Source: an optimization exercise on an open RTL-to-GDS flow (aim: small area, a short achievable clock period and few clock cycles). Production flows keep margins and buffers that such runs may drop. The RTL was checked by simulation tests, not by an equivalence proof against the original design. Power figures rest on the tool's default switching activity, not on a simulated workload.

// evt_agg_enc
module evt_agg_enc (
    input  wire        clk,
    input  wire        rst,
    input  wire        cmd_valid,
    output wire        cmd_ready,
    input  wire [31:0] cmd,
    output reg         pkt_valid,
    output reg  [76:0] pkt
);
Size: about 4,100 cells after synthesis, ~0.054 sq mm of cells after synthesis.
export LEC_CHECK = 0
export CAP_MARGIN = 30
export CORE_MARGIN = 2
export CORE_UTILIZATION = 60
export CTS_BUF_LIST = sky130_fd_sc_hd__clkbuf_16
export CTS_CLUSTER_DIAMETER = 60
export CTS_CLUSTER_SIZE = 40
export SLEW_MARGIN = 20
create_clock -name core_clock -period 13.0 [get_ports {clk}]
standard.sh (not shown) runs the stock make flow with config.mk's settings and CLKGATE_MAP_FILE= SYNTH_SCRIPT=/design/flow/synth_recipe.tcl, a recipe that flattens the netlist after the stock synthesis.
==> flow/flow/run.sh <==
#!/bin/bash
# Standard ORFS layout, with repair_timing asked to leave a larger setup
# margin than the 13 ns constraint needs, so that the design is optimised
# for speed, and clock tree synthesis without dummy balancing loads.
# The SDC and every other setting stay the standard flow's own.
set -o pipefail
bash standard.sh SETUP_SLACK_MARGIN=9.5 \
  "CTS_ARGS=-sink_clustering_enable -repair_clock_nets -sink_clustering_size 35 -sink_clustering_max_diameter 68 -buf_list sky130_fd_sc_hd__clkbuf_16 -dont_use_dummy_load" \
  finish > standard_flow.log 2>&1
Testbench counts at the start, summed over its fixed seeds: cycles 10,360.
Next try:
--- a/flow/flow/run.sh
+++ b/flow/flow/run.sh
@@ -6,4 +6,4 @@
 set -o pipefail
 bash standard.sh SETUP_SLACK_MARGIN=9.5 \
-  "CTS_ARGS=-sink_clustering_enable -repair_clock_nets -sink_clustering_size 35 -sink_clustering_max_diameter 68 -buf_list sky130_fd_sc_hd__clkbuf_16 -dont_use_dummy_load" \
+  "CTS_ARGS=-sink_clustering_enable -repair_clock_nets -sink_clustering_size 40 -sink_clustering_max_diameter 60 -buf_list sky130_fd_sc_hd__clkbuf_16 -dont_use_dummy_load" \
   finish > standard_flow.log 2>&1
--- a/flow/config.mk
+++ b/flow/config.mk
@@ -8,5 +8,5 @@
 export CAP_MARGIN = 30
 export CORE_MARGIN = 2
-export CORE_UTILIZATION = 60
+export CORE_UTILIZATION = 65
 export CTS_BUF_LIST = sky130_fd_sc_hd__clkbuf_16
 export CTS_CLUSTER_DIAMETER = 60
What happened: The new run passed the timing, design-rule and antenna checks. Final area is about the same. Clock-buffer cell count climbs by 14. Sequential share of layout area barely changes. Area after synthesis is unchanged. Setup slack gets worse by 0.036 ns.

* * *

evt_agg_enc again, from the RTL that the note above started with.
// evt_agg_enc
module evt_agg_enc (
    input  wire        clk,
    input  wire        rst,
    input  wire        cmd_valid,
    output wire        cmd_ready,
    input  wire [31:0] cmd,
    output reg         pkt_valid,
    output reg  [76:0] pkt
);
    localparam CAP = 64;
    localparam KW  = 12;            
    assign cmd_ready = 1'b1;
    wire is_set_mode = (cmd & 32'hFFFF_FFFC) == 32'h2000_0000;
    wire is_inject   = (cmd & 32'hFFFE_8080) == 32'h3000_0000;
    reg  [1:0] mode;                
    reg  [13:0] in_pack;
    always @(*) begin
        case (mode)
            2'd0:    in_pack = {cmd[14:8], cmd[6:0]};
            2'd1:    in_pack = {2'b00, cmd[14:9], cmd[6:1]};
            2'd2:    in_pack = {4'b0000, cmd[14:10], cmd[6:2]};
            default: in_pack = {6'b000000, cmd[14:11], cmd[6:3]};
        endcase
    end
    reg         r_inj, r_clr;
    reg  [1:0]  r_mode;
    reg  [13:0] r_pack;
    reg         r_p;
    always @(posedge clk) begin
        if (rst) begin
            mode  <= 2'd0;
            r_inj <= 1'b0;
            r_clr <= 1'b0;
        end else begin
            r_inj <= cmd_valid & is_inject;
            r_clr <= cmd_valid & is_set_mode & (cmd[1:0] != mode);
            if (cmd_valid & is_set_mode)
                mode <= cmd[1:0];
        end
        r_mode <= mode;
        r_pack <= in_pack;
        r_p    <= cmd[16];
    end
    reg  [CAP-1:0] occ;
    reg  [KW-1:0]  skey [0:CAP-1];
    reg  [CAP-1:0] sp;
    reg         k_inj, k_clr, q_inj, q_clr, d_inj, d_clr;
    reg  [1:0]  k_mode, q_mode, d_mode;
    reg  [13:0] k_pack, q_pack, d_pack;
    reg         k_p, q_p, d_p;
    reg  [CAP-1:0] k_match, q_match, d_match;
    reg  [2:0]  k_s, q_s, d_s;      
    reg  [CAP-1:0] match;
    integer i;
    always @(*) begin
        for (i = 0; i < CAP; i = i + 1)
            match[i] = occ[i] & (skey[i] == r_pack[KW-1:0]);
    end
    always @(posedge clk) begin
        if (rst) begin
            k_inj <= 1'b0;
            k_clr <= 1'b0;
        end else begin
            k_inj <= r_inj;
            k_clr <= r_clr;
        end
        k_mode  <= r_mode;
        k_pack  <= r_pack;
        k_p     <= r_p;
        k_match <= match;
        k_s     <= {r_pack[KW-1:0] == d_pack[KW-1:0],
                    r_pack[KW-1:0] == q_pack[KW-1:0],
                    r_pack[KW-1:0] == k_pack[KW-1:0]};
    end
    function [4:0] pop16;
  ...
export LEC_CHECK = 0
export CAP_MARGIN = 30
export CORE_MARGIN = 2
export CORE_UTILIZATION = 60
export CTS_BUF_LIST = sky130_fd_sc_hd__clkbuf_16
export CTS_CLUSTER_DIAMETER = 60
export CTS_CLUSTER_SIZE = 40
export SLEW_MARGIN = 20
create_clock -name core_clock -period 13.0 [get_ports {clk}]
==> flow/flow/run.sh <==
#!/bin/bash
# Standard ORFS layout, with repair_timing asked to leave a larger setup
# margin than the 13 ns constraint needs, so that the design is optimised
# for speed, and clock tree synthesis without dummy balancing loads.
# The SDC and every other setting stay the standard flow's own.
set -o pipefail
bash standard.sh SETUP_SLACK_MARGIN=9.5 \
  "CTS_ARGS=-sink_clustering_enable -repair_clock_nets -sink_clustering_size 40 -sink_clustering_max_diameter 60 -buf_list sky130_fd_sc_hd__clkbuf_16 -dont_use_dummy_load" \
  finish > standard_flow.log 2>&1
Testbench counts at the start, summed over its fixed seeds: cycles 10,360.
Next try:
==> flow/run.sh (new file) <==
#!/bin/bash
# synth_recipe.tcl (not shown) runs the flow's synth.tcl, then flattens the netlist and writes it again
# the make line also repeats each setting of config.mk as NAME=value (left out here)
make -C /OpenROAD-flow-scripts/flow DESIGN_CONFIG=/design/flow/config.mk WORK_HOME=/design/flow/orfs CLKGATE_MAP_FILE= SYNTH_SCRIPT=/design/flow/synth_recipe.tcl finish
- CAP_MARGIN: 30 -> 20
- CORE_UTILIZATION: 60 -> 40
- CTS_BUF_LIST: sky130_fd_sc_hd__clkbuf_16 -> default
- CTS_CLUSTER_DIAMETER: 60 -> default
- CTS_CLUSTER_SIZE: 40 -> default
removed: flow/flow/run.sh
removed: flow/standard.sh
The new run passed the timing, design-rule and antenna checks.
Cell count grows by about 13%.
Synthesized area is unchanged.
Sequential power hardly moves.
Via count shrinks by about 3.7%.
Cell area grows by 1.5%.
Sequential share of layout area shrinks by 1.1 points.
Utilization shrinks by 22 points.
Flip-flop and latch count does not change.
Synthesized cell count does not change.
Clock power grows by 56%.
Wire length shrinks by 3.8%.
Next try:
==> flow/flow/run.sh (new file) <==
#!/bin/bash
# Standard ORFS layout, with repair_timing asked to leave a larger setup
# margin than the 13 ns constraint needs, so that the design is optimised
# for speed. The SDC and every other setting stay the standard flow's own.
set -o pipefail
bash standard.sh SETUP_SLACK_MARGIN=9.5 finish > standard_flow.log 2>&1
==> flow/standard.sh (new file) <==
#!/bin/bash
# synth_recipe.tcl (not shown) runs the flow's synth.tcl, then flattens the netlist and writes it again
# the make line also repeats each setting of config.mk as NAME=value (left out here)
make -C /OpenROAD-flow-scripts/flow DESIGN_CONFIG=/design/flow/config.mk WORK_HOME=/design/flow/orfs CLKGATE_MAP_FILE= SYNTH_SCRIPT=/design/flow/synth_recipe.tcl "${@:-finish}"
- CAP_MARGIN: 20 -> 30
- CORE_UTILIZATION: 40 -> 60
- CTS_BUF_LIST: default -> sky130_fd_sc_hd__clkbuf_16
- CTS_CLUSTER_DIAMETER: default -> 60
- CTS_CLUSTER_SIZE: default -> 40
removed: flow/run.sh
Effect: Wire length rose by 3.9%; maximum frequency rose by 19%; cell area barely changes; synthesized cell count is unchanged; non-clock buffer count rose by 77; clock-buffer cell count fell by 84; setup slack gets better by 0.73 ns; power fell by 8.7%; via count rose by 4.4%.
Next try:
- ABC_AREA: default -> 1
- CORE_UTILIZATION: 60 -> 40
After rerunning: The changed run ran to the end with no violations; cell count grows by a quarter to a third; global-route usage fell by 6.8 points; design area is higher by a few percent; setup slack is worse by 0.058 ns.

re-timing with driven ports:
In the flow no input, the clock included, has a driving cell. The finished layouts below were timed again as built, in two steps.
Step 1, drivers: a clkbuf_16 drives clk and a buf_2 each remaining input, both assumed.
Step 2, shift: input delay + t, output delay - t, t = (earliest + latest rising clock arrival at the registers) / 2. This alone moves slack from input paths to output paths.
a / b / c = ideal ports / drivers / drivers and shift; a / b = the first two.
| run | t, ns | slack for setup (ns) | hold slack, ns | worst setup path after step 2 | latest minus earliest clock arrival (ns) |
|---|---|---|---|---|---|
| the first run of note 1 | 0.714 | 9.306 / 9.234 / 8.890 | 0.271 / 0.271 / 0.271 | input to register | 0.089 / 0.088 |
| the second run of note 1 | 0.714 | 9.271 / 9.207 / 8.802 | 0.289 / 0.289 / 0.289 | input to register | 0.076 / 0.076 |
| the first run of note 2 | 0.742 | 9.292 / 9.218 / 8.856 | 0.320 / 0.320 / 0.320 | input to register | 0.066 / 0.066 |
| the second run of note 2 | 0.816 | 8.541 / 8.541 / 8.094 | 0.321 / 0.321 / 0.321 | input to register | 0.032 / 0.033 |
| the third run of note 2 | 0.760 | 9.267 / 9.189 / 8.827 | 0.328 / 0.328 / 0.328 | input to register | 0.037 / 0.037 |
| the fourth run of note 2 | 0.840 | 9.209 / 9.129 / 8.787 | 0.298 / 0.298 / 0.298 | input to register | 0.053 / 0.054 |
After both steps setup and hold are still met in every run listed. For the second run of note 1, which loses most, drivers alone change the setup slack by -0.064 ns; drivers and shift together by -0.469 ns.
